This design comes from an exercise in tuning for small area, a short achievable clock period and few clock cycles per item on the open sky130 flow, not from production work.
Where RTL was checked, it was by simulation tests only, not by an equivalence proof against the original.
Power figures rest on the tool's default switching activity, not on a simulated workload.

Design radio_mode_fsm, start of the top module:
module radio_mode_fsm #(
    parameter [7:0]  CHANNEL_RESET = 8'h0B,
    parameter [15:0] CCACFG_RESET  = 16'h0000
) (
    input  wire        clk,
    input  wire        rst,             
    input  wire        in_valid,
    output wire        in_ready,
    input  wire        in_kind,         
    input  wire [31:0] in_word,
    input  wire [31:0] in_arg,
    input  wire        in_abortable,    
    input  wire        in_ack_req,      
    input  wire [31:0] pool_handle,
    output wire        pool_take,
    output wire        rsp_valid,
    output wire [31:0] rsp_word,
    output wire        out_valid,
    output wire [31:0] out_w0,
    output wire [31:0] out_w1,
    output wire [1:0]  need,
    output reg  [7:0]  hw_channel,
    output reg  [15:0] hw_cca,
    output wire [7:0]  fault
);
    localparam [4:0] ST_DIS   = 5'b00_000, ST_SLEEP = 5'b00_001,
                     ST_WT    = 5'b01_000, ST_WRF   = 5'b01_001,
                     ST_RXH   = 5'b01_010, ST_RXF   = 5'b01_011,
                     ST_ED    = 5'b01_100, ST_CCA   = 5'b01_101,
                     ST_TXACK = 5'b10_000, ST_CCATX = 5'b10_001,
                     ST_TXF   = 5'b10_010, ST_RXACK = 5'b10_011,
                     ST_CC    = 5'b10_100;
    localparam [3:0] E_RXS  = 4'd0,  E_TXC  = 4'd1,  E_AM0  = 4'd2,  E_AM1  = 4'd3,
                     E_RXC0 = 4'd4,  E_RXC1 = 4'd5,  E_ACK0 = 4'd6,  E_ACK1 = 4'd7,
                     E_ATO  = 4'd8,  E_EDC  = 4'd9,  E_CCA0 = 4'd10, E_CCA1 = 4'd11,
                     E_DIS  = 4'd12, E_TSG  = 4'd13, E_TSR  = 4'd14;
    localparam [2:0] R_TX = 3'd0, R_RX = 3'd1, R_ED = 3'd2, R_EDAB = 3'd3,
                     R_CCA = 3'd4, R_CCAAB = 3'd5;
    reg  [4:0]  state;
    reg         ts_granted;
    reg  [31:0] rx_buffer;
    reg         rx_none;             
    reg         pending_rx;
    reg         resume;
    reg         job_ack_req;
    reg  [31:0] job_frame;           
  ...
make LEC_CHECK=0 CAP_MARGIN=20 CORE_MARGIN=2 CORE_UTILIZATION=40 PLACE_DENSITY=0.6 SETUP_SLACK_MARGIN=4.5 SLEW_MARGIN=20 finish   # period 8.0 ns
run.sh (not shown) runs the stock make flow with config.mk's settings and CLKGATE_MAP_FILE= SYNTH_SCRIPT=/design/flow/synth_recipe.tcl, a recipe that flattens the netlist after the stock synthesis.
The first run completed without violations.
==> next run, changes <==
--- a/flow/config.mk
+++ b/flow/config.mk
@@ -12 +11,0 @@
-export SETUP_SLACK_MARGIN = 4.5
Effect: The new run went through all stages and came out clean; sequential power hardly moves; utilization drops by 6.9 points; count of clock-buffer cells in the layout climbs by 7; synthesized cell count is unchanged; area after synthesis is unchanged.
No run of this note included a check of the RTL's function; only the layout flow was run.


== indigo ==
radio_mode_fsm, a different RTL version from the one above (not shown whole).
Size: roughly 250 flip-flops, roughly 240 I/O pins.
==> flow/config.mk <==
export PLATFORM = sky130hd
export DESIGN_NAME = radio_mode_fsm
export DESIGN_NICKNAME = radio_mode_fsm
export VERILOG_FILES = /design/flow/design.v
export SDC_FILE = /design/flow/constraint.sdc
export NUM_CORES = 4
export LEC_CHECK = 0
export ABC_AREA = 1
export CAP_MARGIN = 20
export CORE_MARGIN = 2
export CORE_UTILIZATION = 55
export CTS_BUF_LIST = sky130_fd_sc_hd__clkbuf_4
export PLACE_DENSITY = 0.7
export SETUP_SLACK_MARGIN = 5.0
export SLEW_MARGIN = 20
==> flow/constraint.sdc <==
create_clock -name core_clock -period 8.0 [get_ports {clk}]
set_input_delay 1.6000 -clock core_clock [delete_from_list [all_inputs] [get_ports {clk}]]
set_output_delay 1.6000 -clock core_clock [all_outputs]
set_load 0.01 [all_outputs]
standard.sh (not shown) runs the stock make flow with config.mk's settings and CLKGATE_MAP_FILE= SYNTH_SCRIPT=/design/flow/synth_recipe.tcl, a recipe that flattens the netlist after the stock synthesis.
==> flow/flow/run.sh <==
#!/bin/bash
# The standard layout (standard.sh), with every port buffered by a
# sky130_fd_sc_hd__buf_1 instead of the cell buffer_ports picks by default.
set -euo pipefail
export BUFFER_PORTS_ARGS="-buffer_cell sky130_fd_sc_hd__buf_1"
bash standard.sh > standard.log 2>&1
Testbench counts of indigo, summed over its fixed seeds: cycles 33,341, items 32,000.
[inputs] maple vs indigo
- CORE_UTILIZATION now 45, was 55
- PLACE_DENSITY now 0.64, was 0.7
- CTS_BUF_LIST no longer set, was sky130_fd_sc_hd__clkbuf_4
==> flow/flow/run.sh <==
#!/bin/bash
# The standard layout (standard.sh), with every port buffered by a
# sky130_fd_sc_hd__buf_1 instead of the cell buffer_ports picks by default,
# and clock tree synthesis without dummy loads.
set -euo pipefail
export BUFFER_PORTS_ARGS="-buffer_cell sky130_fd_sc_hd__buf_1"
export CTS_ARGS="-sink_clustering_enable -repair_clock_nets -buf_list sky130_fd_sc_hd__clkbuf_4 -dont_use_dummy_load"
bash standard.sh > standard.log 2>&1
==> run notes <==
Looking at global routing usage summed across all routing layers, maple sits 3.7 points lower than indigo does.
Core occupancy in the finished layout delta for maple relative to indigo: 13 points lower
| sequential share of layout area | higher: maple |
Of indigo and maple, indigo shows the higher final non-filler cell area, with maple below it.
Of indigo and maple, indigo shows the lower post-CTS repair timing setup buffer count, with maple above it.
Having completed the whole flow, maple delivered a layout that passed the timing, design-rule and antenna checks.
Number of design-rule violations left by the first detailed-router iteration shrinks by a few percent when moving from indigo to maple.
Wire length, indigo and maple: higher on maple
Origin of the worst setup path: in_word[29] -> maple, in_kind -> indigo


Setup of sierra:
Starting RTL as in the previous note.
export LEC_CHECK = 0
export ABC_AREA = 1
export CAP_MARGIN = 20
export CORE_MARGIN = 2
export CORE_UTILIZATION = 45
export PLACE_DENSITY = 0.62
export SETUP_SLACK_MARGIN = 5.0
export SLEW_MARGIN = 20
create_clock -name core_clock -period 8.0 [get_ports {clk}]
==> flow/flow/run.sh <==
#!/bin/bash
# The standard layout (standard.sh), with every port buffered by a
# sky130_fd_sc_hd__buf_1 instead of the cell buffer_ports picks by default,
# and clock tree synthesis without dummy loads.
set -euo pipefail
export BUFFER_PORTS_ARGS="-buffer_cell sky130_fd_sc_hd__buf_1"
export CTS_ARGS="-sink_clustering_enable -repair_clock_nets -buf_list sky130_fd_sc_hd__clkbuf_8 -dont_use_dummy_load"
bash standard.sh > standard.log 2>&1
Testbench counts of sierra, summed over its fixed seeds: cycles 33,341, items 32,000.
Input changes introduced in garnet (baseline for comparison: sierra):
- changing PLACE_DENSITY from 0.62 to 0.7
- setting CTS_BUF_LIST to sky130_fd_sc_hd__clkbuf_4 for the first time
==> flow/flow/run.sh <==
#!/bin/bash
# The standard layout (standard.sh), with every port buffered by a
# sky130_fd_sc_hd__buf_1 instead of the cell buffer_ports picks by default.
set -euo pipefail
export BUFFER_PORTS_ARGS="-buffer_cell sky130_fd_sc_hd__buf_1"
bash standard.sh > standard.log 2>&1
- Power consumed by the clock network grows by more than a quarter when moving from sierra to garnet.
- On layout filler cell count: between garnet and sierra, it ends up lower for garnet.
- Going from sierra to garnet, average wire length per cell after detail routing lower; number of non-clock buffers in the layout down 9.2%; total number of vias climbed 215.
- Summed area of non-filler cells in the final layout | garnet below sierra
- Looking at share of final layout cell area taken by clock buffers and inverters, garnet sits 2.0 points higher than sierra does.
- Worst setup slack in garnet vs sierra: up 0.063 ns
- Route | garnet vs sierra | wire shorter in garnet
- In terms of post-placement cell count, garnet and sierra differ only marginally.
Edits applied to the flow inputs when going from garnet to zinc:
- a change of CORE_UTILIZATION from 45 to 43
- a change of PLACE_DENSITY from 0.7 to 0.6
- a deleted CTS_BUF_LIST that had been sky130_fd_sc_hd__clkbuf_4
==> flow/flow/run.sh <==
#!/bin/bash
# The standard layout (standard.sh), with every port buffered by a
# sky130_fd_sc_hd__buf_1 instead of the cell buffer_ports picks by default,
# and clock tree synthesis without dummy loads.
set -euo pipefail
export BUFFER_PORTS_ARGS="-buffer_cell sky130_fd_sc_hd__buf_1"
export CTS_ARGS="-sink_clustering_enable -repair_clock_nets -buf_list sky130_fd_sc_hd__clkbuf_4 -dont_use_dummy_load"
bash standard.sh > standard.log 2>&1
Findings:
Clock tree buffer depth came out exactly the same in garnet and zinc.
zinc against garnet: worst setup margin increased by 0.011 ns relative to the old numbers; synthesis-to-layout area growth has decreased.
Comparing garnet and zinc, the lower number of cell rows was measured on garnet.
zinc vs garnet on starting density of the core: zinc is the lower one.
In summary, zinc completed successfully, with a layout that passed the timing, design-rule and antenna checks.
diff inputs: zinc => onyx
- PLACE_DENSITY now 0.62, was 0.6
- CORE_UTILIZATION now 45, was 43
- CTS_BUF_LIST now sky130_fd_sc_hd__clkbuf_4, previously not set
Results
onyx completed end to end with timing, DRC and antenna clean. onyx vs zinc, origin of the worst setup path: in_valid vs in_word[27]. Leakage component of the power essentially unchanged between onyx and zinc. Post-synthesis to final-layout area growth in onyx is 0.71 points lower than in zinc. onyx against zinc: average routed wire per standard cell went up, post-detailed-routing wire length shrank by about 0.8%, initial cell density of the core +2.4 points, total routed wire length on the met1 layer comparable, final cell count lost 2.0%. Against zinc as the reference, onyx delivers a higher hold slack. onyx supports a higher top clock frequency than zinc.
### onyx -> nickel
==> flow/flow/run.sh <==
#!/bin/bash
# The standard layout (standard.sh), with every port buffered by a
# sky130_fd_sc_hd__buf_1 instead of the cell buffer_ports picks by default.
set -euo pipefail
export BUFFER_PORTS_ARGS="-buffer_cell sky130_fd_sc_hd__buf_1"
bash standard.sh > standard.log 2>&1
--- outcome ---
Re core box area: no difference whatsoever between nickel and onyx.
Across both runs, final period utilization was lower for nickel than for onyx.
onyx → nickel: count of clock-buffer cells in the layout saw an increase; final setup slack of the worst path shows an increase of 0.018 ns.
When nickel is measured against onyx, its cell-internal power turns out about 16% higher.
In nickel relative to onyx, routed wire length had gone up slightly.
Delta (nickel minus onyx): design area has increased, power has increased, via count of the first global-routing pass has remained practically unchanged, total routing resource utilization after global routing has remained practically unchanged.
The fraction of area in multi-input gates number comes out lower for nickel vs onyx.
onyx ended up with in_valid as its launching element of the worst setup path; nickel ended up with ready_r$_SDFF_PP1_.

[static timing again, ports no longer ideal]
How much do the figures lean on ideal ports? The routed layouts below were timed once more, with nothing changed but the port constraints.
Step 1 assumes that a clkbuf_16 drives the clock port and a buf_2 every other input.
Step 2 also shifts input and output timing later by t, the mid clock arrival at the registers, as if the neighbouring blocks saw the same clock.
Slacks: no drivers / after step 1 / after step 2; pairs: no drivers / after step 1.
run	t (ns)	slack for setup (ns)	cell pins on the clock port's net
the first run of note 1	0.588	3.759 / 3.640 / 3.052	1
the second run of note 1	0.597	1.915 / 1.908 / 1.311	1
indigo	0.716	4.924 / 4.935 / 4.220	1
maple	0.671	5.003 / 4.992 / 4.321	1
sierra	0.574	4.905 / 4.889 / 4.315	1
garnet	0.711	4.967 / 4.983 / 4.272	1
zinc	0.693	4.979 / 4.967 / 4.274	1
onyx	0.674	4.997 / 5.008 / 4.334	1
nickel	0.718	5.015 / 4.970 / 4.313	1
After both steps setup and hold are still met in every run listed. The setup slack of the first run of note 1, which loses most, moves by -0.119 ns with the drivers and by -0.707 ns with both steps.
